This design comes from an exercise in tuning for small area, a short achievable clock period and few clock cycles on the open sky130 flow, not from production work.
Where RTL was checked, it was by simulation tests only, not by an equivalence proof against the original.
Power is estimated from default activity; no workload was simulated.

// pluto_rx
module pluto_rx (
    input  wire        clk,
    input  wire        rst,
    input  wire        cmd_valid,
    output wire        cmd_ready,
    input  wire [7:0]  cmd,
    input  wire        in_valid,
    output wire        in_ready,
    input  wire [7:0]  in_data,
    input  wire [3:0]  in_nbits,
    input  wire        in_last,
    output reg         out_valid,
    output reg  [7:0]  out_byte,
    output reg         rsp_valid,
    output wire [3:0]  rsp_status,
    output reg  [2:0]  rsp_sub,
    output reg  [31:0] rsp_value
);
    localparam [1:0] OP_CRC = 2'd0, OP_DEC = 2'd1, OP_FIND = 2'd2, OP_ILL = 2'd3;
    localparam [1:0] ST_OK = 2'd0, ST_NONE = 2'd1, ST_ILLEGAL = 2'd2;
    localparam [31:0] MAX_LEN = 32'd50_000_000;
    function [31:0] crc_byte(input [31:0] c, input [7:0] d);
        integer k;
        reg [31:0] r;
        begin
            r = c ^ {24'd0, d};
            for (k = 0; k < 8; k = k + 1)
                r = r[0] ? ((r >> 1) ^ 32'hEDB88320) : (r >> 1);
            crc_byte = r;
        end
    endfunction
    function [2:0] sadd(input [2:0] a, input [2:0] b);
        reg [3:0] s;
        begin
            s = {1'b0, a} + {1'b0, b};
            sadd = s[3] ? 3'd7 : s[2:0];
        end
    endfunction
    function maj(input a, input b, input c);
        maj = (a & b) | (a & c) | (b & c);
    endfunction
    genvar gi;
    integer li;
    reg        phase;               
  ...
Size in the first run: roughly 390 flip-flops, roughly 76 I/O pins.
clock: 10.0 ns
lec_check: 0
abc_area: 1
cap_margin: 20
core_margin: 2
core_utilization: 65
cts_cluster_diameter: 90
cts_cluster_size: 24
slew_margin: 20
standard.sh (not shown) runs the stock make flow with config.mk's settings and CLKGATE_MAP_FILE= SYNTH_SCRIPT=/design/flow/synth_recipe.tcl, a recipe that flattens the netlist after the stock synthesis.
==> flow/flow/run.sh <==
#!/bin/bash
# The standard layout (standard.sh), with timing repair aimed at a 3.1 ns
# clock (setup margin 6.9 ns at the 10 ns constraint), plain buf_2 cells as
# the port buffers, and no separate adder-cell mapping in synthesis (ABC maps
# the adders with the rest of the logic). Full tool output is in standard.log.
set -e
bash standard.sh SETUP_SLACK_MARGIN=6.9 ADDER_MAP_FILE= \
    BUFFER_PORTS_ARGS="-buffer_cell sky130_fd_sc_hd__buf_2" finish > standard.log 2>&1
The starting point completed with no timing, DRC or antenna violations.
Testbench counts at the start, summed over its fixed seeds: cycles 38,315.
Edit:
--- a/flow/design.v
+++ b/flow/design.v
@@ -295,71 +295,75 @@
                 cv = cv | U5n[3*li +: 3];
             end
         end
         C5n = (U5n == 24'hFFFFFF) ? {3'd0, 3'd7} : {ci, cv};
         s6  = t1_s[3*C6[5:3] +: 3];
         pi  = C6[5:3];
         pd  = sadd(s6, C6[2:0]);
         if (!t1_lv[pi]) pd = 3'd7;
     end
     reg        t2_cmd, t2_end, t2_bv;
     reg [1:0]  t2_op, t2_sub;
+    reg [2:0]  bestd;               
+    reg [14:0] bestoff;             
+    reg        stop;
     always @(posedge clk) begin
         if (rst) begin
             t2_cmd    <= 1'b0;
             t2_end    <= 1'b0;
             t2_bv     <= 1'b0;
             out_valid <= 1'b0;
         end else begin
             t2_cmd    <= t1_cmd;
             t2_end    <= t1_end;
             t2_bv     <= t1_beat & (t1_bv | emit);
             out_valid <= t1_beat & emit;
         end
         t2_op    <= t1_op;
         t2_sub   <= t1_sub;
         out_byte <= t1_dec ? B[15:8] : t1_x;
+        if (t2_cmd) begin
+            bestd <= 3'd7;
+            stop  <= 1'b0;
+        end else if (!stop) begin
+            if (pd < bestd) begin
+                bestd   <= pd;
+                bestoff <= {bc, pi};
+            end
+            if (pd <= 3'd2) stop <= 1'b1;
+        end
         if (t1_cmd) begin
             cur  <= 7'd0;
             accn <= 3'd0;
         end else if (t1_beat) begin
             U1 <= t1_s; U2 <= U1; U3 <= U3n; U4 <= U3; C5 <= C5n; C6 <= C5;
             if (t1_dec) begin
                 cur  <= emit ? B[7:1] : B[15:9];
                 accn <= accn + k;
             end
         end
     end
     reg [31:0] crc;
-    wire [2:0]  bestd   = crc[2:0];     
-    wire        scan    = crc[3];       
-    wire [14:0] bestoff = crc[18:4];    
     reg        t3_end;
     reg [1:0]  t3_op, t3_sub;
     reg         crcok;              
     wire [31:0] crc_n = crc_byte(crc, out_byte);
     always @(posedge clk) begin
         if (rst) t3_end <= 1'b0;
         else     t3_end <= t2_end;
         t3_op  <= t2_op;
         t3_sub <= t2_sub;
         if (t2_cmd)     crc <= 32'hFFFF_FFFF;
         else if (t2_bv) begin
             crc   <= crc_n;
             crcok <= (~crc_n == W[31:0]);
-        end else if (scan) begin
-            if (pd < bestd) begin
-                crc[2:0]  <= pd;
-                crc[18:4] <= {bc, pi};
-            end
-            if (pd <= 3'd2) crc[3] <= 1'b0;
         end
     end
     reg [1:0] st;
     assign rsp_status = {2'b00, st};
     wire [14:0] off = bestoff - 15'd135;
     always @(posedge clk) begin
         if (rst) rsp_valid <= 1'b0;
         else     rsp_valid <= t3_end;
         case (t3_op)
         OP_CRC: begin
             st <= ST_OK; rsp_sub <= 3'd0; rsp_value <= ~crc;
Result: Power falls by about a fifth. Synthesized area came out higher slightly. Design area increases by a few percent. Global-route usage shrinks by 0.15 points. Worst setup slack got worse by 0.014 ns.
Testbench counts after the change, summed over its fixed seeds: cycles 38,315.


Another version of the RTL of pluto_rx (not shown whole).
Size in the first run: ~2900 cells after synthesis, about 490 flip-flops, roughly 24000 µm² of cells after synthesis.
clock: 10.0 ns
lec_check: 0
abc_area: 1
cap_margin: 20
core_margin: 2
core_utilization: 55
cts_cluster_diameter: 90
cts_cluster_size: 24
slew_margin: 20
==> flow/flow/run.sh <==
#!/bin/bash
# The standard layout (standard.sh), with timing repair aimed at a 3.2 ns
# clock (setup margin 6.8 ns at the 10 ns constraint), plain buf_2 cells as
# the port buffers, and no separate adder-cell mapping in synthesis (ABC maps
# the adders with the rest of the logic). Full tool output is in standard.log.
set -e
bash standard.sh SETUP_SLACK_MARGIN=6.8 ADDER_MAP_FILE= \
    BUFFER_PORTS_ARGS="-buffer_cell sky130_fd_sc_hd__buf_2" finish > standard.log 2>&1
The first run went through all stages and came out clean.
Testbench counts at the start, summed over its fixed seeds: cycles 38,315.
Change:
--- a/flow/design.v
+++ b/flow/design.v
@@ -246,13 +246,14 @@
                 cy <= {x6, x7};
             end
         end
     end
     reg  [7:1]  cur;                
     reg  [2:0]  accn;               
-    reg  [23:0] U1, U2, U3, U4, U5, U6;
+    reg  [23:0] U1, U2, U3, U4;
+    reg  [5:0]  C5, C6;
     wire [5:0]  vj2  = t1_dec ? t1_vj : 6'd0;
     wire [2:0]  k    = {vj2[2], (vj2[4] & ~vj2[2]) | vj2[0],
                         (vj2[5] & ~vj2[4]) | (vj2[3] & ~vj2[2]) | (vj2[1] & ~vj2[0])};
     wire [5:0]  ddm  = t1_x[7:2] & vj2;
     wire [15:0] B    = {cur, 9'd0} | ({ddm, 10'd0} >> accn);
     reg         emit;
@@ -264,28 +265,30 @@
         3'd5: emit = vj2[3];
         3'd6: emit = vj2[4];
         3'd7: emit = vj2[5];
         default: emit = 1'b0;
         endcase
     end
-    reg [23:0] U3n, U5n, Dn;
-    reg [7:0]  cand;
-    reg [2:0]  pd, pi;
+    reg [23:0] U3n, U5n;
+    reg [5:0]  C5n;
+    reg [2:0]  ci, cv, s6, pd, pi;
     always @* begin
-        pd = 3'd0; pi = 3'd0;
+        ci = 3'd0; cv = 3'd0;
         for (li = 0; li < 8; li = li + 1) begin
             U3n[3*li +: 3] = sadd(U2[3*li +: 3], t1_s[3*li +: 3]);
             U5n[3*li +: 3] = sadd(U4[3*li +: 3], t1_s[3*li +: 3]);
-            Dn[3*li +: 3]  = sadd(U6[3*li +: 3], t1_s[3*li +: 3]);
-            cand[li] = t1_lv[li] && (Dn[3*li +: 3] != 3'd7);
-            if (cand[li]) begin
-                pd = pd | Dn[3*li +: 3];
-                pi = pi | li[2:0];
+            if (U5n[3*li +: 3] != 3'd7) begin
+                ci = ci | li[2:0];
+                cv = cv | U5n[3*li +: 3];
             end
         end
-        if (cand == 8'd0) pd = 3'd7;
+        C5n = (U5n == 24'hFFFFFF) ? {3'd0, 3'd7} : {ci, cv};
+        s6  = t1_s[3*C6[5:3] +: 3];
+        pi  = C6[5:3];
+        pd  = sadd(s6, C6[2:0]);
+        if (!t1_lv[pi]) pd = 3'd7;
     end
     reg        t2_cmd, t2_end, t2_bv;
     reg [1:0]  t2_op, t2_sub;
     reg [2:0]  t2_pd;
     reg [14:0] t2_po;
     reg        t2_stp;
@@ -308,13 +311,13 @@
         t2_po    <= {bc, pi};
         t2_stp   <= (pd <= 3'd2);
         if (t1_cmd) begin
             cur  <= 7'd0;
             accn <= 3'd0;
         end else if (t1_beat) begin
-            U1 <= t1_s; U2 <= U1; U3 <= U3n; U4 <= U3; U5 <= U5n; U6 <= U5;
+            U1 <= t1_s; U2 <= U1; U3 <= U3n; U4 <= U3; C5 <= C5n; C6 <= C5;
             if (t1_dec) begin
                 cur  <= emit ? B[7:1] : B[15:9];
                 accn <= accn + k;
             end
         end
     end
After rerunning: Design area went down by 4.3%; clock power fell by about 8%; maximum frequency barely changes; area after synthesis drops by 4.9%; wire length went down by 1.4%; worst hold slack barely changes.
For the second run of this note, only the layout was checked, not whether the RTL still works.

## re-timing with driven ports
The flow's constraints put no driver on any port. The routed layouts listed below were extracted and timed again, unchanged, in two steps.
Step 1 (the two cells are an assumption about what drives the block):
set clk [get_ports {clk}]
set_driving_cell -lib_cell sky130_fd_sc_hd__clkbuf_16 $clk
set_driving_cell -lib_cell sky130_fd_sc_hd__buf_2 [delete_from_list [all_inputs] $clk]
Step 2 moves the port delays by t, midway between the first and last clock arrival at a register: inputs arrive t later, outputs are due t later. That takes back most of the time a late clock gives input paths.
a / b / c = ideal / step 1 / step 2; a / b = the first two.
run | shift t [ns] | setup WS [ns] | worst data-port slew with drivers (ns)
the first run of note 1 | 0.593 | 6.936 / 6.880 / 6.641 | 0.03
the second run of note 1 | 0.589 | 6.922 / 6.865 / 6.670 | 0.03
the first run of note 2 | 0.659 | 6.835 / 6.776 / 6.859 | 0.06
the second run of note 2 | 0.633 | 6.842 / 6.782 / 6.653 | 0.05
After both steps every run listed still meets setup and hold. For the first run of note 1, which loses most, drivers alone change the setup slack by -0.056 ns; drivers and shift together by -0.295 ns.
